Source: an optimization exercise on an open RTL-to-GDS flow (aim: small area, a short achievable clock period and few clock cycles per item). Production flows keep margins and buffers that such runs may drop.
In this exercise RTL edits were held to simulation tests only and were not proved equivalent to the original.
No driver is modelled on the clock port, so clock power and skew are understated where the tree is cut down; a real chip needs a root buffer or a tree.

==> run a <==
==> flow/design.v <==
module glyph_rounder (
    input  wire       clk,
    input  wire       rst,         
    input  wire       in_valid,
    output wire       in_ready,
    input  wire [7:0] in_data,
    output wire       out_valid,
    input  wire       out_ready,
    output wire [7:0] out_data
);
    reg [7:0] a [0:8];
    reg [6:0] up;
    reg [2:0] rcv;           
    reg       a0v;           
    reg [2:0] j;             
    reg       pend;          
    reg       newrow;        
    reg       pv;            
    reg [2:0] pcr;
    reg [5:0] rem;           
    reg       inv_a;         
    reg       inv_b;         
    reg [7:0] obuf, skid;
    reg       ov, sv;
    reg       rdy;           
    assign in_ready  = rdy;
    assign out_valid = ov;
    assign out_data  = obuf;
    wire upper    = pend & ~sv;                 
    wire lower    = a0v & (~pend | ~sv);        
    wire rdy_i    = ~a0v | ~pend | ~sv;         
    wire [2:0] kin = rcv - {2'd0, a0v};         
    wire complete = lower & (rcv == 3'd0);      
    wire top      = (j == 3'd0);
    wire bot      = (j == 3'd7);
    wire [6:0] b0  = a[0][6:0];
    wire       s1  = b0[0] ^ b0[1] ^ b0[2];
    wire       c1  = (b0[0] & b0[1]) | (b0[0] & b0[2]) | (b0[1] & b0[2]);
    wire       s2  = b0[3] ^ b0[4] ^ b0[5];
    wire       c2  = (b0[3] & b0[4]) | (b0[3] & b0[5]) | (b0[4] & b0[5]);
    wire       s3  = s1 ^ s2 ^ b0[6];
    wire       c3  = (s1 & s2) | (s1 & b0[6]) | (s2 & b0[6]);
    wire [2:0] pc  = {(c1 & c2) | (c1 & c3) | (c2 & c3), c1 ^ c2 ^ c3, s3};
    wire       plast  = pv & (newrow ? (rcv == 3'd1) : (rcv == 3'd0));
    wire [5:0] rem_n  = rem - {3'd0, pcr};
    wire       inv_c  = rem[5] | (rem == 6'd0) |
                        ((rem[4:3] == 2'd0) & (pcr >= rem[2:0]));
    wire       cnew   = plast & top;                
    wire       inv    = cnew ? inv_c : inv_a;
    wire [6:0] ctr = a[8][6:0];
    wire [8:0] hp  = {inv, ctr, inv};               
    wire [6:0] uu  = top ? {7{inv}} : up;
    wire [6:0] dd  = bot ? {7{inv}} : a[7][6:0];
    wire [6:0] cor = (hp[8:2] ^ hp[6:0]) & (uu ^ dd);
    wire [7:0] row_out = {a[8][7], (ctr & ~cor) | ({7{inv}} & cor)};
    wire [8:1] en;
    genvar gp;
    generate
        for (gp = 1; gp < 9; gp = gp + 1) begin : g_en
            assign en[gp] = lower | (upper & (gp > kin));
        end
    endgenerate
    wire       do_lower;
    wire [2:0] rcv_n;
    wire       a0v_n, ofree, skid_en, ov_n, sv_n, rdy_n;
    wire       pend_n = complete | (pend & ~(upper & bot));
    wire [2:0] j_n    = complete ? 3'd0 : j + {2'd0, upper};
    glyph_rounder_late u_late (
        .in_valid  (in_valid),
        .out_ready (out_ready),
        .rdy_i     (rdy_i),
        .rcv       (rcv),
        .rcv_inc   (rcv + 3'd1),
        .a0v_keep  (a0v & ~lower),
        .pend_n    (pend_n),
        .ov        (ov),
        .sv        (sv),
        .consume   (upper),
        .do_lower  (do_lower),
        .rcv_n     (rcv_n),
        .a0v_n     (a0v_n),
        .ofree     (ofree),
        .skid_en   (skid_en),
        .ov_n      (ov_n),
        .sv_n      (sv_n),
        .rdy_n     (rdy_n)
    );
    integer p;
    always @(posedge clk) begin
        if (do_lower)
            a[0] <= in_data;
        for (p = 1; p < 9; p = p + 1)
            if (en[p])
                a[p] <= a[p - 1];
        if (upper)
            up <= ctr;
        pcr <= pc;
        if (plast && !(pend && top))
            inv_b <= inv_c;
        if (cnew)
            inv_a <= inv_c;
        else if (complete)
            inv_a <= plast ? inv_c : inv_b;
        if (ofree)
            obuf <= sv ? skid : row_out;
        if (skid_en)
            skid <= row_out;
    end
    always @(posedge clk) begin
        if (rst) begin
            rcv    <= 3'd0;
            a0v    <= 1'b0;
            j      <= 3'd0;
            pend   <= 1'b0;
            newrow <= 1'b0;
            pv     <= 1'b0;
            rem    <= 6'd29;
            ov     <= 1'b0;
            sv     <= 1'b0;
            rdy    <= 1'b1;
        end else begin
            rcv    <= rcv_n;
            a0v    <= a0v_n;
            j      <= j_n;
            pend   <= pend_n;
            newrow <= do_lower;
            pv     <= newrow;
            if (plast)
                rem <= 6'd29;
            else if (pv)
                rem <= rem_n;
            ov     <= ov_n;
            sv     <= sv_n;
            rdy    <= rdy_n;
        end
    end
endmodule
module glyph_rounder_late (
    input  wire       in_valid,
    input  wire       out_ready,
    input  wire       rdy_i,
    input  wire [2:0] rcv,
    input  wire [2:0] rcv_inc,
    input  wire       a0v_keep,
    input  wire       pend_n,
    input  wire       ov,
    input  wire       sv,
    input  wire       consume,
    output wire       do_lower,   
    output wire [2:0] rcv_n,
    output wire       a0v_n,
    output wire       ofree,      
    output wire       skid_en,    
    output wire       ov_n,
    output wire       sv_n,
    output wire       rdy_n
);
    assign do_lower = in_valid & rdy_i;
    assign rcv_n    = do_lower ? rcv_inc : rcv;
    assign a0v_n    = do_lower | a0v_keep;
    assign ofree    = ~ov | out_ready;
    assign skid_en  = ov & ~out_ready & consume;
    assign ov_n     = sv | consume | (ov & ~out_ready);
    assign sv_n     = ov & ~out_ready & (sv | consume);
    assign rdy_n    = ~a0v_n | ~pend_n | ~sv_n;
endmodule
==> flow/flow/run.sh <==
#!/bin/bash
# Standard ORFS layout (the standard.sh) with these changes:
#  - port buffers of sky130_fd_sc_hd__buf_2,
#  - a tighter repair_timing target (SETUP_SLACK_MARGIN),
#  - the clock tree built by flow/mcts.tcl: the clock port drives four
#    clkbuf_16, each driving the clock pins of one quarter of the registers.
# Make's output goes to flow_make.log; each ORFS step keeps its own log
# under orfs/logs/.
set -euo pipefail
here=$(pwd)
export MCTS_K=4
export MCTS_BUF=sky130_fd_sc_hd__clkbuf_16
bash standard.sh finish \
    "BUFFER_PORTS_ARGS=-buffer_cell sky130_fd_sc_hd__buf_2" \
    SETUP_SLACK_MARGIN=5.7 \
    "PRE_CTS_TCL=$here/flow/pre_cts.tcl" \
    > flow_make.log 2>&1
==> flow/flow/mcts.tcl <==
proc mcts_build {} {
  set K [expr {[info exists ::env(MCTS_K)] ? $::env(MCTS_K) : 4}]
  set cell [expr {[info exists ::env(MCTS_BUF)] ? $::env(MCTS_BUF) : "sky130_fd_sc_hd__clkbuf_16"}]
  set block [ord::get_db_block]
  set master [[ord::get_db] findMaster $cell]
  set clk [$block findNet clk]
  set sinks {}
  foreach it [$clk getITerms] {
    if {[[$it getMTerm] getSigType] eq "CLOCK" || [[$it getMTerm] getName] eq "CLK"} {
      set xy [$it getAvgXY]
      lappend sinks [list [lindex $xy 1] [lindex $xy 2] $it]
    }
  }
  # split into K groups: halves by x, then by y
  set groups [list $sinks]
  set dim 0
  while {[llength $groups] < $K} {
    set ng {}
    foreach g $groups {
      set s [lsort -real -index $dim $g]
      set h [expr {[llength $s] / 2}]
      lappend ng [lrange $s 0 [expr {$h - 1}]] [lrange $s $h end]
    }
    set groups $ng
    set dim [expr {1 - $dim}]
  }
  set k 0
  foreach g $groups {
    set sx 0; set sy 0
    foreach s $g { set sx [expr {$sx + [lindex $s 0]}]; set sy [expr {$sy + [lindex $s 1]}] }
    set n [llength $g]
    set cx [expr {int($sx / $n)}]; set cy [expr {int($sy / $n)}]
    set inst [odb::dbInst_create $block $master "mcts_buf_$k"]
    $inst setLocation $cx $cy
    $inst setPlacementStatus PLACED
    set net [odb::dbNet_create $block "mcts_net_$k"]
    $net setSigType CLOCK
    foreach s $g {
      set it [lindex $s 2]
      $it disconnect
      $it connect $net
    }
    [$inst findITerm X] connect $net
    [$inst findITerm A] connect $clk
    incr k
  }
  puts "mcts: $K buffers of $cell for [llength $sinks] clock pins"
}
==> flow/flow/pre_cts.tcl <==
# Sourced by ORFS's cts step before clock_tree_synthesis (PRE_CTS_TCL).
# Swaps clock_tree_synthesis for the balanced one-level tree of mcts.tcl;
# the rest of the cts step (placement legalisation, repair_timing) runs as
# usual.
source [file join [file dirname [info script]] mcts.tcl]
rename clock_tree_synthesis orfs_clock_tree_synthesis
proc clock_tree_synthesis {args} {
  mcts_build
  set_propagated_clock [all_clocks]
}
==> flow/standard.sh <==
#!/bin/bash
# synth_recipe.tcl (not shown) runs the flow's synth.tcl, then flattens the netlist and writes it again
# the make line also repeats each setting of config.mk as NAME=value (left out here)
make -C /OpenROAD-flow-scripts/flow DESIGN_CONFIG=/design/flow/config.mk WORK_HOME=/design/flow/orfs CLKGATE_MAP_FILE= SYNTH_SCRIPT=/design/flow/synth_recipe.tcl "${@:-finish}"
==> flow/config.mk <==
export PLATFORM = sky130hd
export DESIGN_NAME = glyph_rounder
export DESIGN_NICKNAME = glyph_rounder
export VERILOG_FILES = /design/flow/design.v
export SDC_FILE = /design/flow/constraint.sdc
export NUM_CORES = 4
export LEC_CHECK = 0
export ABC_AREA = 1
export CAP_MARGIN = 20
export CORE_MARGIN = 2
export CORE_UTILIZATION = 40
export GPL_TIMING_DRIVEN = 1
export PLACE_DENSITY = 0.6
export SETUP_SLACK_MARGIN = 5.0
export SLEW_MARGIN = 20
export SYNTH_HIERARCHICAL = 1
export SYNTH_MINIMUM_KEEP_SIZE = 0
==> flow/constraint.sdc <==
create_clock -name core_clock -period 8.0 [get_ports {clk}]
set_input_delay 1.6000 -clock core_clock [delete_from_list [all_inputs] [get_ports {clk}]]
set_output_delay 1.6000 -clock core_clock [all_outputs]
set_load 0.01 [all_outputs]
==> run b (differences from run a) <==
==> flow/design.v, changed modules only <==
module glyph_rounder (
    input  wire       clk,
    input  wire       rst,         
    input  wire       in_valid,
    output wire       in_ready,
    input  wire [7:0] in_data,
    output wire       out_valid,
    input  wire       out_ready,
    output wire [7:0] out_data
);
    reg [7:0] a [0:8];
    reg [6:0] up;
    reg [2:0] kin;           
    reg       a0v;           
    reg [2:0] j;             
    reg       pend;          
    reg       plast;         
    reg [2:0] pcr;           
    reg [5:0] rem;           
    reg       inv_a;         
    reg [7:0] obuf, skid;
    reg       ov, sv;
    reg       rdy;           
    assign in_ready  = rdy;
    assign out_valid = ov;
    assign out_data  = obuf;
    wire upper    = pend & ~sv;                 
    wire lower    = a0v & (~pend | ~sv);        
    wire rdy_i    = ~a0v | ~pend | ~sv;         
    wire complete = lower & (kin == 3'd7);      
    wire top      = (j == 3'd0);
    wire bot      = (j == 3'd7);
    wire [6:0] b0  = a[0][6:0];
    wire       s1  = b0[0] ^ b0[1] ^ b0[2];
    wire       c1  = (b0[0] & b0[1]) | (b0[0] & b0[2]) | (b0[1] & b0[2]);
    wire       s2  = b0[3] ^ b0[4] ^ b0[5];
    wire       c2  = (b0[3] & b0[4]) | (b0[3] & b0[5]) | (b0[4] & b0[5]);
    wire       s3  = s1 ^ s2 ^ b0[6];
    wire       c3  = (s1 & s2) | (s1 & b0[6]) | (s2 & b0[6]);
    wire [2:0] pc  = {(c1 & c2) | (c1 & c3) | (c2 & c3), c1 ^ c2 ^ c3, s3};
    wire [5:0] rem_n  = rem - {3'd0, pcr};
    wire       inv_c  = rem[5] | (rem == 6'd0) |
                        ((rem[4:3] == 2'd0) & (pcr >= rem[2:0]));
    wire       inv    = plast ? inv_c : inv_a;
    wire [6:0] ctr = a[8][6:0];
    wire [8:0] hp  = {inv, ctr, inv};               
    wire [6:0] uu  = top ? {7{inv}} : up;
    wire [6:0] dd  = bot ? {7{inv}} : a[7][6:0];
    wire [6:0] cor = (hp[8:2] ^ hp[6:0]) & (uu ^ dd);
    wire [7:0] row_out = {a[8][7], (ctr & ~cor) | ({7{inv}} & cor)};
    wire [8:1] en;
    genvar gp;
    generate
        for (gp = 1; gp < 9; gp = gp + 1) begin : g_en
            assign en[gp] = lower | (upper & (gp > kin));
        end
    endgenerate
    wire       do_lower;
    wire       a0v_n, ofree, skid_en, ov_n, sv_n, rdy_n;
    wire       pend_n = complete | (pend & ~(upper & bot));
    wire [2:0] j_n    = complete ? 3'd0 : j + {2'd0, upper};
    glyph_rounder_late u_late (
        .in_valid  (in_valid),
        .out_ready (out_ready),
        .rdy_i     (rdy_i),
        .a0v_keep  (a0v & ~lower),
        .pend_n    (pend_n),
        .ov        (ov),
        .sv        (sv),
        .consume   (upper),
        .do_lower  (do_lower),
        .a0v_n     (a0v_n),
        .ofree     (ofree),
        .skid_en   (skid_en),
        .ov_n      (ov_n),
        .sv_n      (sv_n),
        .rdy_n     (rdy_n)
    );
    integer p;
    always @(posedge clk) begin
        if (do_lower)
            a[0] <= in_data;
        for (p = 1; p < 9; p = p + 1)
            if (en[p])
                a[p] <= a[p - 1];
        if (upper)
            up <= ctr;
        if (plast)
            inv_a <= inv_c;
        if (ofree)
            obuf <= sv ? skid : row_out;
        if (skid_en)
            skid <= row_out;
    end
    always @(posedge clk) begin
        if (rst) begin
            kin    <= 3'd0;
            a0v    <= 1'b0;
            j      <= 3'd0;
            pend   <= 1'b0;
            pcr    <= 3'd0;
            plast  <= 1'b0;
            rem    <= 6'd29;
            ov     <= 1'b0;
            sv     <= 1'b0;
            rdy    <= 1'b1;
        end else begin
            kin    <= kin + {2'd0, lower};
            a0v    <= a0v_n;
            j      <= j_n;
            pend   <= pend_n;
            pcr    <= lower ? pc : 3'd0;
            plast  <= complete;
            rem    <= plast ? 6'd29 : rem_n;
            ov     <= ov_n;
            sv     <= sv_n;
            rdy    <= rdy_n;
        end
    end
endmodule
module glyph_rounder_late (
    input  wire       in_valid,
    input  wire       out_ready,
    input  wire       rdy_i,
    input  wire       a0v_keep,
    input  wire       pend_n,
    input  wire       ov,
    input  wire       sv,
    input  wire       consume,
    output wire       do_lower,   
    output wire       a0v_n,
    output wire       ofree,      
    output wire       skid_en,    
    output wire       ov_n,
    output wire       sv_n,
    output wire       rdy_n
);
    assign do_lower = in_valid & rdy_i;
    assign a0v_n    = do_lower | a0v_keep;
    assign ofree    = ~ov | out_ready;
    assign skid_en  = ov & ~out_ready & consume;
    assign ov_n     = sv | consume | (ov & ~out_ready);
    assign sv_n     = ov & ~out_ready & (sv | consume);
    assign rdy_n    = ~a0v_n | ~pend_n | ~sv_n;
endmodule
--- a/flow/flow/run.sh
+++ b/flow/flow/run.sh
@@ -2,2 +2,6 @@
 # Standard ORFS layout (the standard.sh) with these changes:
+#  - synthesis maps with flow/abc_area.script: ORFS's ABC area script
+#    without its buffer and upsize passes (the layout's repair_timing
+#    sizes for delay instead).  Only that file differs from
+#    ORFS's scripts folder, which is copied for the synthesis step;
 #  - port buffers of sky130_fd_sc_hd__buf_2,
@@ -6,6 +10,10 @@
 #    clkbuf_16, each driving the clock pins of one quarter of the registers.
-# Make's output goes to flow_make.log; each ORFS step keeps its own log
-# under orfs/logs/.
+# Each make run's output goes to its own log (flow_synth.log,
+# flow_make.log); each ORFS step keeps its own log under orfs/logs/.
 set -euo pipefail
 here=$(pwd)
+rm -rf "$here/scripts_area"
+cp -r "$FLOW_HOME/scripts" "$here/scripts_area"
+cp "$here/flow/abc_area.script" "$here/scripts_area/abc_area.script"
+bash standard.sh synth "SCRIPTS_DIR=$here/scripts_area" > flow_synth.log 2>&1
 export MCTS_K=4
==> flow/flow/abc_area.script (new file) <==
strash
dch
map -B 0.9
topo
- GPL_TIMING_DRIVEN: 1 -> default
==> results.json <==
{
  "status": "no timing/DRC/antenna violations",
  "grtUsageMet3": 0.00688,
  "drive_gt1_frac": 0.154,
  "postLayoutCoreUtil": 0.451,
  "layout_common_cells": "edfxtp_1, nand2_1, inv_1",
  "pg_clk_w": 0.000238,
  "tightest_slew_ns": 0.731,
  "post_cts_buffers": 0,
  "max_clock_freq_mhz": 435
}
the above is filed under run a

==> results.json <==
{
  "nFlopsAndLatches": 117,
  "post_cts_buffers": 1,
  "layout_common_cells": "edfxtp_1, nand2_1, clkinv_1",
  "postLayoutCoreUtil": 0.458,
  "antennaDiodeCount": 0,
  "tightest_slew_ns": 0.807,
  "drv_cap": 0,
  "numPlacedInstances": 537,
  "swShare": 0.195,
  "synth.ff_latch_count": 117,
  "status": "no timing/DRC/antenna violations",
  "multi_input_cells": 198,
  "drive_gt1_frac": 0.149,
  "max_clock_freq_mhz": 435,
  "fin_area_mm2": 0.00516,
  "grtUsageMet3": 0.00656,
  "wl_met3_um": 172,
  "pg_clk_w": 0.000233
}
the above is filed under run b

Testbench counts of run a, summed over its fixed seeds: cycles 25,680, items 3,200.
Testbench counts of run b, summed over its fixed seeds: cycles 25,680, items 3,200.
In every run of this note, the design's own scripts or RTL, not TritonCTS, make the clock network.

separate check: timing with driven ports:
No port has a modelled driver above. Below, the same layouts with a new extraction and two added sets of constraints.
Step 1 (the two cells are an assumption about what drives the block):
set clk [get_ports {clk}]
set_driving_cell -lib_cell sky130_fd_sc_hd__clkbuf_16 $clk
set_driving_cell -lib_cell sky130_fd_sc_hd__buf_2 [delete_from_list [all_inputs] $clk]
Step 2 adds t to the input delays and takes it off the output delays; t is the mean of the earliest and latest rising clock arrival at the registers after step 1. Input paths then give back, and output paths get back, about the clock's delay inside the block.
Slacks: ideal / step 1 / step 2; pairs: ideal / step 1.
| run | t, ns | setup slack, ns | cell pins on the clock port's net |
|---|---|---|---|
| run a | 0.246 | 5.700 / 5.619 / 5.569 | 4 |
| run b | 0.242 | 5.699 / 5.620 / 5.567 | 4 |
After both steps every run listed still meets setup and hold. The setup slack of run b, which loses most, moves by -0.079 ns with the drivers and by -0.132 ns with both steps.
